This design comes from an exercise in tuning for small area, a short achievable clock period and few clock cycles on the open sky130 flow, not from production work. In this exercise RTL edits were held to simulation tests only and were not proved equivalent to the original. Power and IR drop assume default switching activity.

$ cat flow/design.v
module rfdc_core (
    input  wire        clk,
    input  wire        rst,
    input  wire        req_valid,
    input  wire        req_write,
    input  wire [5:0]  req_addr,
    input  wire [31:0] req_wdata,
    output wire        rsp_valid,
    output wire [31:0] rsp_rdata
);
    localparam [7:0] OP_NOP    = 8'h00, OP_GETBIT = 8'h10, OP_SETBIT = 8'h11,
                     OP_FILL   = 8'h12, OP_REVB   = 8'h13, OP_SETLEN = 8'h14,
                     OP_RDBYTE = 8'h15, OP_WRBYTE = 8'h16, OP_MATCH  = 8'h20,
                     OP_SEEK   = 8'h21, OP_LCDEC  = 8'h30, OP_DMDEC  = 8'h40,
                     OP_CRC8   = 8'h50;
    localparam [3:0] S_IDLE = 4'd0, S_MCMP = 4'd1, S_SEEK = 4'd2, S_LC  = 4'd3,
                     S_LCR  = 4'd4, S_DM   = 4'd5, S_DQL  = 4'd6, S_CRC = 4'd7,
                     S_FILL = 4'd8, S_REVA = 4'd9, S_REVB = 4'd10;
    integer i;
    reg        rq_v;
    reg        rq_w;
    reg [5:0]  rq_a;
    reg [31:0] rq_d;
    always @(posedge clk) begin
        rq_v <= req_valid & ~rst;
        if (req_valid) begin
            rq_w <= req_write;
            rq_a <= req_addr;
            rq_d <= req_wdata;
        end
    end
    reg [31:0] arg0, arg1, arg2, arg3;
    reg [8:0]  res_lo;           
    reg        res_hi;
    reg [2:0]  err;              
    reg        fault;
    reg        dmprev;
    reg [31:0] patbits [0:7];
    reg [5:0]  patlen  [0:7];
    reg [8:0]  nb0;
    reg [7:0]  nb1, nb2, nb3;
    reg [639:0] mem;             
    reg [3:0]  st;
    reg        done_q;
    reg [9:0]  cur;              
    reg [8:0]  cnt;              
    reg [4:0]  fj;               
    reg        lvl;              
    reg [63:0] W;                
    reg [31:0] DQ;               
    reg [7:0]  crc;
    wire [7:0] op  = rq_d[7:0];
    wire [1:0] cba = rq_d[9:8];
    wire [1:0] cbb = rq_d[11:10];
    wire [2:0] cpa = rq_d[14:12];
    wire [2:0] cpb = rq_d[17:15];
    reg legal;
    always @(*) begin
        case (op)
            OP_NOP:                                 legal = (rq_d[31:8] == 24'd0);
            OP_GETBIT, OP_SETBIT, OP_REVB, OP_SETLEN,
            OP_RDBYTE, OP_WRBYTE, OP_CRC8:          legal = (rq_d[31:10] == 22'd0);
            OP_FILL, OP_MATCH, OP_SEEK:             legal = (rq_d[31:15] == 17'd0) && (rq_d[11:10] == 2'd0);
            OP_LCDEC:                               legal = (rq_d[31:18] == 14'd0);
            OP_DMDEC:                               legal = (rq_d[31:12] == 20'd0);
            default:                                legal = 1'b0;
        endcase
    end
    wire is_fill  = (op == OP_FILL);
    wire is_revb  = (op == OP_REVB);
    wire is_match = (op == OP_MATCH);
    wire is_seek  = (op == OP_SEEK);
    wire is_lc    = (op == OP_LCDEC);
    wire is_dm    = (op == OP_DMDEC);
    wire is_crc   = (op == OP_CRC8);
    wire long_op  = legal & (is_fill | is_revb | is_match | is_seek | is_lc | is_dm | is_crc);
    wire c0     = (st == S_IDLE) & rq_v;                
    wire c0_cmd = c0 & rq_w & (rq_a == 6'd0);
    wire a0_lt32  = (arg0[31:5] == 27'd0);
    wire a0_lt16  = a0_lt32 & ~arg0[4];
    wire a0_lt512 = (arg0[31:9] == 23'd0);
    wire a0_lt256 = a0_lt512 & ~arg0[8];
    wire a0_lt128 = a0_lt256 & ~arg0[7];
    wire ba0      = (cba == 2'd0);
    wire bit_ok   = ba0 ? a0_lt256 : a0_lt128;                        
    wire byte_ok  = ba0 ? a0_lt32  : a0_lt16;                         
    wire len_ok   = ba0 ? (a0_lt256 | (a0_lt512 & arg0[7:0] == 8'd0))
                        : (a0_lt128 | (a0_lt256 & arg0[6:0] == 7'd0));  
    wire [9:0] cur0 = a0_lt512 ? {1'b0, arg0[8:0]} : 10'd511;
    wire a1_le32  = (arg1[31:6] == 26'd0) & ~(arg1[5] & (arg1[4:0] != 5'd0));
    wire a0_le32  = (arg0[31:6] == 26'd0) & ~(arg0[5] & (arg0[4:0] != 5'd0));
    wire [6:0] crc_end = {1'b0, arg0[5:0]} + {1'b0, arg1[5:0]};
    wire crc_ok   = a0_le32 & a1_le32 & (crc_end <= (ba0 ? 7'd32 : 7'd16));
    wire a1_zero  = (arg1 == 32'd0);
    wire [2:0]  sel_pb = is_seek ? cpa : cpb;
    wire [31:0] pA = patbits[cpa];
    wire [5:0]  lA = patlen[cpa];
    wire [31:0] pB = patbits[sel_pb];
    wire [5:0]  lB = patlen[sel_pb];
    function [8:0] nbsel;
        input [1:0] b;
        input [8:0] n0;
        input [7:0] n1, n2, n3;
        case (b)
            2'd0:    nbsel = n0;
            2'd1:    nbsel = {1'b0, n1};
            2'd2:    nbsel = {1'b0, n2};
            default: nbsel = {1'b0, n3};
        endcase
    endfunction
    wire [8:0] nb_src = nbsel(cba, nb0, nb1, nb2, nb3);
    wire       dst0   = (cbb == 2'd0);
    wire [8:0] cap_dst = dst0 ? 9'd256 : 9'd128;
    function [31:0] thermo;
        input [5:0] l;
        integer k;
        for (k = 0; k < 32; k = k + 1) thermo[k] = (k < l);
    endfunction
    function [4:0] wbase;
        input [1:0] b;
        case (b)
            2'd0:    wbase = 5'd0;
            2'd1:    wbase = 5'd8;
            2'd2:    wbase = 5'd12;
            default: wbase = 5'd16;
        endcase
    endfunction
    function [7:0] rev8;
        input [7:0] v;
        integer k;
        for (k = 0; k < 8; k = k + 1) rev8[k] = v[7-k];
    endfunction
    function [31:0] byterev;
        input [31:0] v;
        byterev = {v[7:0], v[15:8], v[23:16], v[31:24]};
    endfunction
    reg [1:0] rd_buf;
    reg [4:0] rd_word;
    wire [2:0] revn = ba0 ? 3'd7 : 3'd3;    
    always @(*) begin
        rd_buf  = cba;
        rd_word = cur[9:5] + 5'd1;
        case (st)
            S_IDLE: rd_word = is_revb ? 5'd0 : (is_crc | (op == OP_RDBYTE)) ? {2'b0, arg0[4:2]}
                                             : {2'b0, arg0[7:5]};
            S_LCR:  rd_word = cur[9:5];
            S_DQL:  begin rd_buf = is_fill ? cba : cbb; rd_word = {1'b0, cnt[8:5]}; end
            S_REVA: rd_word = {2'b0, revn - cnt[2:0]};
            S_REVB: rd_word = {2'b0, cnt[2:0] + 3'd1};
            default: ;
        endcase
    end
    wire [4:0] rd_g  = wbase(rd_buf) + rd_word;
    wire [3:0] ev_i  = rd_g[4:1] + {3'd0, rd_g[0]};
    wire [3:0] od_i  = rd_g[4:1];
    reg [31:0] ev_w, od_w;
    always @(*) begin
        ev_w = 32'd0;
        od_w = 32'd0;
        for (i = 0; i < 10; i = i + 1) begin
            if (ev_i == i) ev_w = mem[64*i      +: 32];
            if (od_i == i) od_w = mem[64*i + 32 +: 32];
        end
    end
    wire [31:0] rd_lo = rd_g[0] ? od_w : ev_w;
    wire [31:0] rd_hi = rd_g[0] ? ev_w : od_w;
    wire [63:0] wsh = W >> cur[4:0];
    wire [32:0] A   = wsh[32:0];
    wire [31:0] winB = is_seek ? A[32:1] : A[31:0];
    wire eqA = (((A[31:0] ^ pA) & thermo(lA)) == 32'd0);
    wire eqB = (((winB    ^ pB) & thermo(lB)) == 32'd0);
    wire [10:0] endA = {1'b0, cur} + {5'd0, lA};
    wire [10:0] endB = {1'b0, cur} + {5'd0, lB} + {10'd0, is_seek};
    wire rngA = (endA <= {2'b0, nb_src});
    wire rngB = (endB <= {2'b0, nb_src});
    wire mA = eqA & rngA;
    wire mB = eqB & rngB;
    wire a1_big = (arg1[31:10] != 22'd0);
    wire kv0 = a1_big | ({1'b0, cnt} < arg1[9:0]);
    wire kv1 = a1_big | ({1'b0, cnt} + 10'd1 < arg1[9:0]);
    wire sv0 = kv0 & rngA;
    wire sv1 = kv1 & rngB;
    wire lc_full = (cnt == cap_dst);
    wire lc_slow = (cba == cbb) & ((lA == 6'd0) | (lB == 6'd0));
    wire [9:0] lc_cur = mA ? cur + {4'd0, lA} : cur + {4'd0, lB};
    wire dm_stop = lc_full | ({1'b0, cur} + 11'd2 > {2'b0, nb_src}) | (A[0] == lvl);
    reg [7:0] crc_nx;
    reg       fb;
    always @(*) begin
        crc_nx = crc;
        for (i = 0; i < 8; i = i + 1) begin
            fb     = crc_nx[7] ^ A[i];
            crc_nx = {crc_nx[6:0], 1'b0} ^ (fb ? arg3[7:0] : 8'd0);
        end
    end
    wire [8:0] fill_m = bit_ok ? arg0[8:0] : (ba0 ? 9'd256 : 9'd128);
    reg        emit;
    reg        emit_v;
    always @(*) begin
        emit   = 1'b0;
        emit_v = 1'b0;
        case (st)
            S_LC:   begin emit = ~lc_full & (mA | mB); emit_v = ~mA; end
            S_DM:   begin emit = ~dm_stop; emit_v = (A[0] == A[1]); end
            S_FILL: begin emit = 1'b1; emit_v = pA[fj]; end
            default: ;
        endcase
    end
    wire        in_idle  = (st == S_IDLE);
    wire [31:0] ins_base = in_idle ? rd_lo : DQ;
    wire [4:0]  ins_pos  = in_idle ? arg0[4:0] : cnt[4:0];
    wire        ins_val  = in_idle ? arg1[0] : emit_v;
    reg  [31:0] ins_word;
    always @(*) begin
        ins_word = ins_base;
        ins_word[ins_pos] = ins_val;
    end
    reg        wr_en;
    reg [4:0]  wr_g;
    reg [3:0]  wr_be;
    reg [31:0] wr_d;
    always @(*) begin
        wr_en = 1'b0;
        wr_g  = wbase(cba) + {2'b0, arg0[7:5]};
        wr_be = 4'hF;
        wr_d  = ins_word;
        case (st)
            S_IDLE: begin
                if (c0_cmd & legal & (op == OP_SETBIT) & bit_ok)
                    wr_en = 1'b1;
                if (c0_cmd & legal & (op == OP_WRBYTE) & byte_ok) begin
                    wr_en = 1'b1;
                    wr_g  = wbase(cba) + {2'b0, arg0[4:2]};
                    wr_be = 4'b0001 << arg0[1:0];
                    wr_d  = {4{rev8(arg1[7:0])}};
                end
            end
            S_LC, S_DM, S_FILL: begin
                wr_en = emit;
                wr_g  = wbase(is_fill ? cba : cbb) + {1'b0, cnt[8:5]};
            end
            S_REVA: begin
                wr_en = 1'b1;
                wr_g  = wbase(cba) + {2'b0, cnt[2:0]};
                wr_d  = byterev(rd_lo);
            end
            S_REVB: begin
                wr_en = 1'b1;
                wr_g  = wbase(cba) + {2'b0, revn - cnt[2:0]};
                wr_d  = byterev(W[31:0]);
            end
            default: ;
        endcase
    end
    wire [5:0] wlen = (rq_d[31:6] != 26'd0 || (rq_d[5] && rq_d[4:0] != 5'd0)) ? 6'd32 : rq_d[5:0];
    wire [31:0] wr_dr = wr_d & {32{~rst}};
    wire [31:0] rq_dr = rq_d & {32{~rst}};
    wire [5:0]  wlen_r = wlen & {6{~rst}};
    wire host_wr = (st == S_IDLE) & rq_v & rq_w;
    always @(posedge clk) begin
        if (rst | (host_wr & (rq_a == 6'h04))) arg0 <= rq_dr;
        if (rst | (host_wr & (rq_a == 6'h05))) arg1 <= rq_dr;
        if (rst | (host_wr & (rq_a == 6'h06))) arg2 <= rq_dr;
        if (rst | (host_wr & (rq_a == 6'h07))) arg3 <= rq_dr;
    end
    genvar gp;
    generate
        for (gp = 0; gp < 8; gp = gp + 1) begin : g_pat
            always @(posedge clk) begin
                if (rst | (host_wr & (rq_a == 6'h10 + 2*gp))) patbits[gp] <= rq_dr;
                if (rst | (host_wr & (rq_a == 6'h11 + 2*gp))) patlen[gp]  <= wlen_r;
            end
        end
    endgenerate
    genvar gw, gb;
    generate
        for (gw = 0; gw < 20; gw = gw + 1) begin : g_word
            for (gb = 0; gb < 4; gb = gb + 1) begin : g_byte
                wire we = (wr_en & (wr_g == gw) & wr_be[gb]) | rst;
                always @(posedge clk)
                    if (we) mem[32*gw + 8*gb +: 8] <= wr_dr[8*gb +: 8];
            end
        end
    endgenerate
    reg [31:0] host_rdata;
    always @(*) begin
        host_rdata = 32'd0;
        case (rq_a)
            6'h01: host_rdata = {23'd0, fault, 5'd0, err};
            6'h02: host_rdata = {{23{res_hi}}, res_lo};
            6'h04: host_rdata = arg0;
            6'h05: host_rdata = arg1;
            6'h06: host_rdata = arg2;
            6'h07: host_rdata = arg3;
            6'h08: host_rdata = {31'd0, dmprev};
            6'h10, 6'h12, 6'h14, 6'h16, 6'h18, 6'h1A, 6'h1C, 6'h1E:
                   host_rdata = patbits[rq_a[3:1]];
            6'h11, 6'h13, 6'h15, 6'h17, 6'h19, 6'h1B, 6'h1D, 6'h1F:
                   host_rdata = {26'd0, patlen[rq_a[3:1]]};
            6'h20: host_rdata = {23'd0, nb0};
            6'h21: host_rdata = {24'd0, nb1};
            6'h22: host_rdata = {24'd0, nb2};
            6'h23: host_rdata = {24'd0, nb3};
            6'h24: host_rdata = 32'd32;
            6'h25, 6'h26, 6'h27: host_rdata = 32'd16;
            default: host_rdata = 32'd0;
        endcase
    end
    assign rsp_rdata = host_rdata;
    assign rsp_valid = (rq_v & (st == S_IDLE) & ~(rq_w & (rq_a == 6'd0) & long_op))
                     | done_q | (st == S_MCMP) | ((st == S_CRC) & (cnt[5:0] == 6'd1));
    always @(posedge clk) begin
        if (rst) begin
            res_lo <= 9'd0;
            res_hi <= 1'b0;
            err    <= 3'd0;
            fault  <= 1'b0;
            dmprev <= 1'b0;
            nb0 <= 9'd0; nb1 <= 8'd0; nb2 <= 8'd0; nb3 <= 8'd0;
            st     <= S_IDLE;
            done_q <= 1'b0;
        end else begin
            done_q <= 1'b0;
            case (st)
                S_IDLE: if (rq_v && rq_w) begin
                    if (rq_a != 6'd0) begin
                        case (rq_a)
                            6'h08: dmprev <= rq_d[0];
                            default: ;
                        endcase
                    end else if (!legal) begin
                        err   <= 3'd4;
                        fault <= 1'b1;
                    end else begin
                        case (op)
                            OP_NOP: err <= 3'd0;
                            OP_GETBIT: begin
                                if (bit_ok) begin
                                    res_lo <= {8'd0, rd_lo[arg0[4:0]]};
                                    res_hi <= 1'b0;
                                    err    <= 3'd0;
                                end else begin
                                    err <= 3'd1; fault <= 1'b1;
                                end
                            end
                            OP_SETBIT: begin
                                if (bit_ok) err <= 3'd0;
                                else begin err <= 3'd1; fault <= 1'b1; end
                            end
                            OP_WRBYTE: begin
                                if (byte_ok) err <= 3'd0;
                                else begin err <= 3'd1; fault <= 1'b1; end
                            end
                            OP_SETLEN: begin
                                if (len_ok) begin
                                    case (cba)
                                        2'd0: nb0 <= arg0[8:0];
                                        2'd1: nb1 <= arg0[7:0];
                                        2'd2: nb2 <= arg0[7:0];
                                        default: nb3 <= arg0[7:0];
                                    endcase
                                    err <= 3'd0;
                                end else begin
                                    err <= 3'd1; fault <= 1'b1;
                                end
                            end
                            OP_RDBYTE: begin
                                if (byte_ok) begin
                                    res_lo <= {1'b0, rev8(rd_lo[8*arg0[1:0] +: 8])};
                                    res_hi <= 1'b0;
                                    err    <= 3'd0;
                                end else begin
                                    err <= 3'd1; fault <= 1'b1;
                                end
                            end
                            OP_FILL: begin
                                if (lA == 6'd0 || arg0 == 32'd0) begin
                                    res_lo <= 9'd0; res_hi <= 1'b0; err <= 3'd0;
                                    done_q <= 1'b1;
                                end else begin
                                    st <= S_DQL;
                                end
                            end
                            OP_REVB: st <= S_REVA;
                            OP_MATCH: st <= S_MCMP;
                            OP_SEEK: st <= S_SEEK;
                            OP_LCDEC: st <= S_DQL;
                            OP_DMDEC: st <= S_DQL;
                            OP_CRC8: begin
                                if (!crc_ok) begin
                                    err <= 3'd1; fault <= 1'b1;
                                    done_q <= 1'b1;
                                end else if (a1_zero) begin
                                    res_lo <= {1'b0, arg2[7:0]}; res_hi <= 1'b0; err <= 3'd0;
                                    done_q <= 1'b1;
                                end else begin
                                    st <= S_CRC;
                                end
                            end
                            default: ;
                        endcase
                    end
                end
                S_MCMP: begin
                    res_lo <= {8'd0, mA};
                    res_hi <= 1'b0;
                    err    <= 3'd0;
                    st     <= S_IDLE;
                end
                S_SEEK: begin
                    if (sv0 & eqA) begin
                        res_lo <= cur[8:0]; res_hi <= 1'b0; err <= 3'd0;
                        st <= S_IDLE; done_q <= 1'b1;
                    end else if (sv1 & eqB) begin
                        res_lo <= cur[8:0] + 9'd1; res_hi <= 1'b0; err <= 3'd0;
                        st <= S_IDLE; done_q <= 1'b1;
                    end else if (!sv1) begin
                        res_lo <= 9'h1FF; res_hi <= 1'b1; err <= 3'd2;
                        st <= S_IDLE; done_q <= 1'b1;
                    end
                end
                S_LC: begin
                    if (emit) begin
                        if (lc_slow) st <= S_LCR;
                        else if (cnt[4:0] == 5'd31) st <= S_DQL;
                    end else begin
                        case (cbb)
                            2'd0: nb0 <= cnt;
                            2'd1: nb1 <= cnt[7:0];
                            2'd2: nb2 <= cnt[7:0];
                            default: nb3 <= cnt[7:0];
                        endcase
                        res_lo <= cnt; res_hi <= 1'b0; err <= 3'd0;
                        st <= S_IDLE; done_q <= 1'b1;
                    end
                end
                S_LCR: st <= (cnt[4:0] == 5'd0) ? S_DQL : S_LC;
                S_DM: begin
                    if (emit) begin
                        if (cnt[4:0] == 5'd31) st <= S_DQL;
                    end else begin
                        case (cbb)
                            2'd0: nb0 <= cnt;
                            2'd1: nb1 <= cnt[7:0];
                            2'd2: nb2 <= cnt[7:0];
                            default: nb3 <= cnt[7:0];
                        endcase
                        res_lo <= cnt; res_hi <= 1'b0; err <= 3'd0;
                        dmprev <= lvl;
                        st <= S_IDLE; done_q <= 1'b1;
                    end
                end
                S_DQL: st <= is_lc ? S_LC : is_dm ? S_DM : S_FILL;
                S_FILL: begin
                    if (cnt + 9'd1 == fill_m) begin
                        res_lo <= fill_m; res_hi <= 1'b0; err <= 3'd0;
                        st <= S_IDLE; done_q <= 1'b1;
                    end else if (cnt[4:0] == 5'd31) begin
                        st <= S_DQL;
                    end
                end
                S_CRC: begin
                    if (cnt[5:0] == 6'd1) begin
                        res_lo <= {1'b0, crc_nx}; res_hi <= 1'b0; err <= 3'd0;
                        st <= S_IDLE;
                    end
                end
                S_REVA: st <= S_REVB;
                S_REVB: begin
                    if (cnt[2:0] == {1'b0, revn[2:1]}) begin
                        err <= 3'd0;
                        st <= S_IDLE; done_q <= 1'b1;
                    end else begin
                        st <= S_REVA;
                    end
                end
                default: st <= S_IDLE;
            endcase
        end
    end
    always @(posedge clk) begin
        case (st)
            S_IDLE: begin
                cur <= is_crc ? {2'b0, arg0[4:0], 3'b000} : cur0;
                cnt <= is_crc ? {3'b0, arg1[5:0]} : 9'd0;
                fj  <= 5'd0;
                lvl <= dmprev;
                crc <= arg2[7:0];
                W   <= {rd_hi, rd_lo};
            end
            S_SEEK: begin
                cur <= cur + 10'd2;
                cnt <= cnt + 9'd2;
                if (cur[4:1] == 4'hF) W <= {rd_hi, rd_lo};
            end
            S_LC: begin
                if (emit) begin
                    cur <= lc_cur;
                    cnt <= cnt + 9'd1;
                    DQ  <= ins_word;
                    if (lc_cur[9:5] != cur[9:5]) W <= {rd_hi, rd_lo};
                end
            end
            S_LCR: W <= {rd_hi, rd_lo};
            S_DM: begin
                if (emit) begin
                    cur <= cur + 10'd2;
                    cnt <= cnt + 9'd1;
                    lvl <= A[1];
                    DQ  <= ins_word;
                    if (cur[4:1] == 4'hF) W <= {rd_hi, rd_lo};
                end
            end
            S_DQL: DQ <= rd_lo;
            S_FILL: begin
                cnt <= cnt + 9'd1;
                fj  <= (fj + 5'd1 == lA[4:0] || lA == 6'd1) ? 5'd0 : fj + 5'd1;
                DQ  <= ins_word;
            end
            S_CRC: begin
                crc <= crc_nx;
                cur <= cur + 10'd8;
                cnt <= cnt - 9'd1;
                if (cur[4:3] == 2'd3) W <= {rd_hi, rd_lo};
            end
            S_REVA: ;
            S_REVB: begin
                cnt <= cnt + 9'd1;
                W[31:0] <= rd_lo;
            end
            default: ;
        endcase
    end
endmodule
$ cat flow/run.sh
#!/bin/bash
# synth_recipe.tcl (not shown) runs the flow's synth.tcl, then flattens the netlist and writes it again
# the make line also repeats each setting of config.mk as NAME=value (left out here)
make -C /OpenROAD-flow-scripts/flow DESIGN_CONFIG=/design/flow/config.mk WORK_HOME=/design/flow/orfs CLKGATE_MAP_FILE= SYNTH_SCRIPT=/design/flow/synth_recipe.tcl finish
$ cat flow/config.mk
export PLATFORM = sky130hd
export DESIGN_NAME = rfdc_core
export DESIGN_NICKNAME = rfdc_core
export VERILOG_FILES = /design/flow/design.v
export SDC_FILE = /design/flow/constraint.sdc
export NUM_CORES = 4
export LEC_CHECK = 0
export CAP_MARGIN = 20
export CORE_MARGIN = 2
export CORE_UTILIZATION = 25
export PLACE_DENSITY = 0.45
export SLEW_MARGIN = 20
$ cat flow/constraint.sdc
create_clock -name core_clock -period 10.0 [get_ports {clk}]
set_input_delay 2.0000 -clock core_clock [delete_from_list [all_inputs] [get_ports {clk}]]
set_output_delay 2.0000 -clock core_clock [all_outputs]
set_load 0.01 [all_outputs]
==> summary.txt <==
The flow ran to the end and the layout has no timing, DRC or antenna violations. The number of remaining DRC errors is 0. The wire length of the first global-routing pass came out at 474000 um. The floorplan has 199 rows. Summed over its instances, the top area cell type makes up 50.5% of the synthesized netlist area. The post-synthesis instance area is 0.0738 mm^2. Summing internal, switching and leakage power gives 0.0180 W.

The endpoint required time on the critical path came out at 10470 ps. The power density normalized to cell area came out at 210 mW/mm^2. Global routing finished with a remaining overflow of 0. Net switching is 34.6% of the power. The die covers 0.299 mm^2.

By startpoint and endpoint, the worst setup path is classified as reg2reg. The register bit count reported by yosys is 1294. In the global route stage, overall resource usage came out at 21.8%. The worst reg2reg path startpoint is rq_d[6]. The number of clock buffers inserted by TritonCTS is 155. The total length of routed wires is 340000 um. The number of cells on the worst hold path came out at 2. The via count of the first global-routing pass is 58632. The slew at the pin with the worst max-slew slack is 1280 ps. The type of element capturing the critical path is a flop. Sorting the synthesized cells by area gives the leading types as edfxtp_1, mux4_2, o21ai_0. The Yosys warning count is 3. The signed area change from the synthesized netlist to the final layout came out at 15.9%.

The first-pass iteration count of the detailed router came out at 28. The H-tree was split into 4 levels. Summing all non-filler instances in the final layout gives an area of 0.0855 mm^2. The main flop type after synthesis is edfxtp_1. Gates resized during post-CTS repair numbered 0.

edfxtp_1 takes more of the synthesized area than any other cell. The maximum fanout along the worst path is 16. The maximum number of buffers from clock root to sink came out at 4. The worst hold-check path type is reg2reg. The library cell used most frequently in the layout, excluding fill and tap cells, is edfxtp_1. Of the total power, registers draw 40.1%. The library cells used most frequently in the layout, excluding fill and tap cells, are edfxtp_1, nand2_1, o21ai_0. At the end of routability-driven placement, the weighted congestion stood at 0.970.

The initial core utilization is 25.1%. The count of fill cells added during filler insertion came out at 30271. The count of buffers from port buffering came out at 74. The count of final hold-check violations was 0. The data arrival time of the critical path is 9520 ps.

The smallest hold slack is 463 ps. The clock share of power came out at 30.6%. The later pin in the worst-skew pair is clocked with a latency of 860 ps.

The clock tree skew after final layout came out at 78.6 ps. The net switching power came out at 0.00621 W. The worst reg2reg path endpoint is mem[166]. Setup violations remaining at the end of the flow were counted as 0. Timing would allow up to 111 MHz.

Across the VDD grid, the largest voltage drop is 0.133 mV. Counting every instance in the synthesized netlist gives 6529. TritonCTS built the clock tree. The post-route setup TNS is 0 ps.

The number of nets in the layout came out at 6783. The cell sitting at the root of the clock tree is a clkbuf_16. The number of distinct library cell variants in the gate-level netlist after synthesis is 133. Dividing the final minimum period by the clock period gives 90.5%. The average routed wire per standard cell came out at 31.8 um.

After synthesis, the share of flip-flops with an asynchronous set or reset is 0%. The quantity of hold-fixing buffers added after cts came out at 0. The clock transition time at the flip-flop clock pins of the worst setup and hold paths came out at 60 ps. The count of final max-slew check failures is 0.

Setup repair after global routing left no endpoint under its margin. The placement-stage cell area is 0.0807 mm^2. The setup slack of the worst register-to-register path is 950 ps.

The half-perimeter wire length after placement is 244000 um. Counting every sink on the clock net gives 1294. The detailed router placed 61684 vias in this run. 75 I/O pins were placed. The detailed router finished its first iteration with 9347 violations. The per-cell via count in the routed design came out at 5.78. Counting flops with a built-in enable in the synthesized netlist gives 1240. The worst relative slew slack is 12.4%. The post-synth net total came out at 6680.

The die height is 547 um. The die is 547 um wide. The leakage power is 29.6 nW.

The path with the worst hold slack has its endpoint at fault. The post-CTS setup buffer count came out at 0. The relative contribution of combinational cells to total power came out at 29.3%. The count of antenna-violating nets left after detailed routing came out at 0. The register area share after synthesis came out at 51.9%. The initial antenna violation count is 12. Entering global routing, the biggest net connects 69 pins. The placeable core region came out at 0.294 mm^2.

The per-instance average area after synthesis came out at 11.3 um^2. The total internal power is 0.0118 W. The worst min-delay path startpoint is fault. The worst path needs 9050 ps of the cycle, external delays included. Max-cap violations in this run came to 0. The worst setup path is launched from a flop. The worst-case reg-to-reg path depth is 26.

The layout cell share with drive strength beyond 1 is 15.5%.
==> through the flow <==
stage	instances	setup WS, ps	utilization (%)
after floorplan	6529	570	-
after global placement	10389	931	27.4
after detailed placement	10391	1040	27.5
after CTS	10653	968	29.1
after global routing	10658	685	29.1
final	10663	954	29.1
==> worst max path at each step <==
| stage | cells after the start | from | end |
|---|---|---|---|
| finish | 26 | rq_d[6] | mem[166] |
| detailed placement | 26 | rq_d[6] | mem[451] |
| global route | 26 | rq_d[6] | mem[4] |
| global placement | 26 | rq_d[6] | mem[450] |
| floorplan | 35 | rq_d[12] | W[32] |
| CTS | 26 | rq_d[6] | mem[454] |
==> cells by family after synthesis <==
| logic type | count (synthesis) | share of synthesized area (%) |
|---|---|---|
| AOI/OAI and AO/OA | 2034 | 19.0 |
| xor gates and xnor gates | 180 | 2.33 |
| adders and majority gates | 109 | 1.95 |
| buffers and inverters | 622 | 3.46 |
| DFF | 1294 | 51.9 |
| muxes | 481 | 9.55 |
| and+or+nand+nor | 1809 | 11.7 |
==> critical path: stages (launching register included) <==
cell and delay, ps:
edfxtp_1 630, or4b_1 930, o21ai_1 250, buf_4 250, nand2_1 100, o311ai_0 390, a31o_1 310, clkinv_2 190
fa_1 480, fa_1 500, inv_1 50, ha_1 300, nor2b_1 140, o21a_1 170, o21a_1 170, o21a_1 170
o21a_1 160, o21a_1 160, o21a_1 160, o21ai_0 190, a21oi_1 130, a21oi_1 170, or4b_1 530, and2_1 380
a31oi_4 400, nand2_1 480, o21ai_1 830
==> state kept, by name (all words and copies together), names as in the netlist, 10 cells and up <==
register	count
DQ	32
W	64
arg0	32
arg1	32
arg2	32
arg3	32
cur	10
mem	640
patbits	256
patlen	48
rq_d	32
==> cells in the mapped netlist (99+ instances only) <==
library cell  count
edfxtp_1       1240
mux2i_1         211
nand2_1         564
a21oi_1         371
mux2_2           99
o21ai_0         466
inv_1           110
nand3_1         134
a221oi_1        121
nor3_1          104
clkbuf_1        366
nor2_1          470
a22oi_1         107
ha_1             99
mux4_2          166
==> power groups by stage <==
stage	clock (W)	combinational [W]	sequential, W
6_report	0.00551	0.00526	0.00721
5_1_grt	0.00579	0.00554	0.00726
4_1_cts	0.00561	0.00517	0.00720
3_5_place_dp	0	0.00515	0.00731
3_3_place_gp	0	0.00515	0.00730
2_1_floorplan	0	0.00317	0.00708
==> final cells by class <==
class	count	area (um^2)	share of cell area (%)
diodes	7	17.5	0.0205
clock buffers	182	4000	4.68
clock inverters	80	751	0.878
inverters	124	469	0.549
multi-input cells	4613	33500	39.1
flip-flops and latches	1294	38300	44.8
well taps	3919	4900	5.74
repair buffers	444	3550	4.15
==> per-layer routing <==
layer  global-route usage [%]  part of all wire [%]  vias to the layer above
li1                         -                     -                    25932
met2                     34.9                    46                     3599
met1                     29.0                    41                    31450
met3                     3.38                   8.2                      695
met5                        0                0.0097                        -
met4                     9.93                   5.2                        8
Testbench counts, summed over its fixed seeds: cycles 19,910.

-- afterwards: timing with drivers on the ports --
In the flow no input, the clock included, has a driving cell. The finished layout below was timed again as built, in two steps.
Step 1 (the two cells are an assumption about what drives the block):
set clk [get_ports {clk}]
set_driving_cell -lib_cell sky130_fd_sc_hd__clkbuf_16 $clk
set_driving_cell -lib_cell sky130_fd_sc_hd__buf_2 [delete_from_list [all_inputs] $clk]
Step 2 times the ports against the registers' clock, not the clock port: input delays grow and output delays shrink by t, the midpoint of the rising clock arrivals with the driver on.
Slacks: ideal ports / drivers / drivers and shift; pairs: ideal ports / drivers.
t (ns): 0.920
setup WS [ns]: 0.954 / 0.954 / 0.954
clock arrival spread, ns: 0.078 / 0.079
slew at the worst register clock pin (ns): 0.07 / 0.07
After both steps this run still meets setup and hold. The setup slack of this run moves by 0.000 ns with the drivers and by 0.000 ns with both steps.
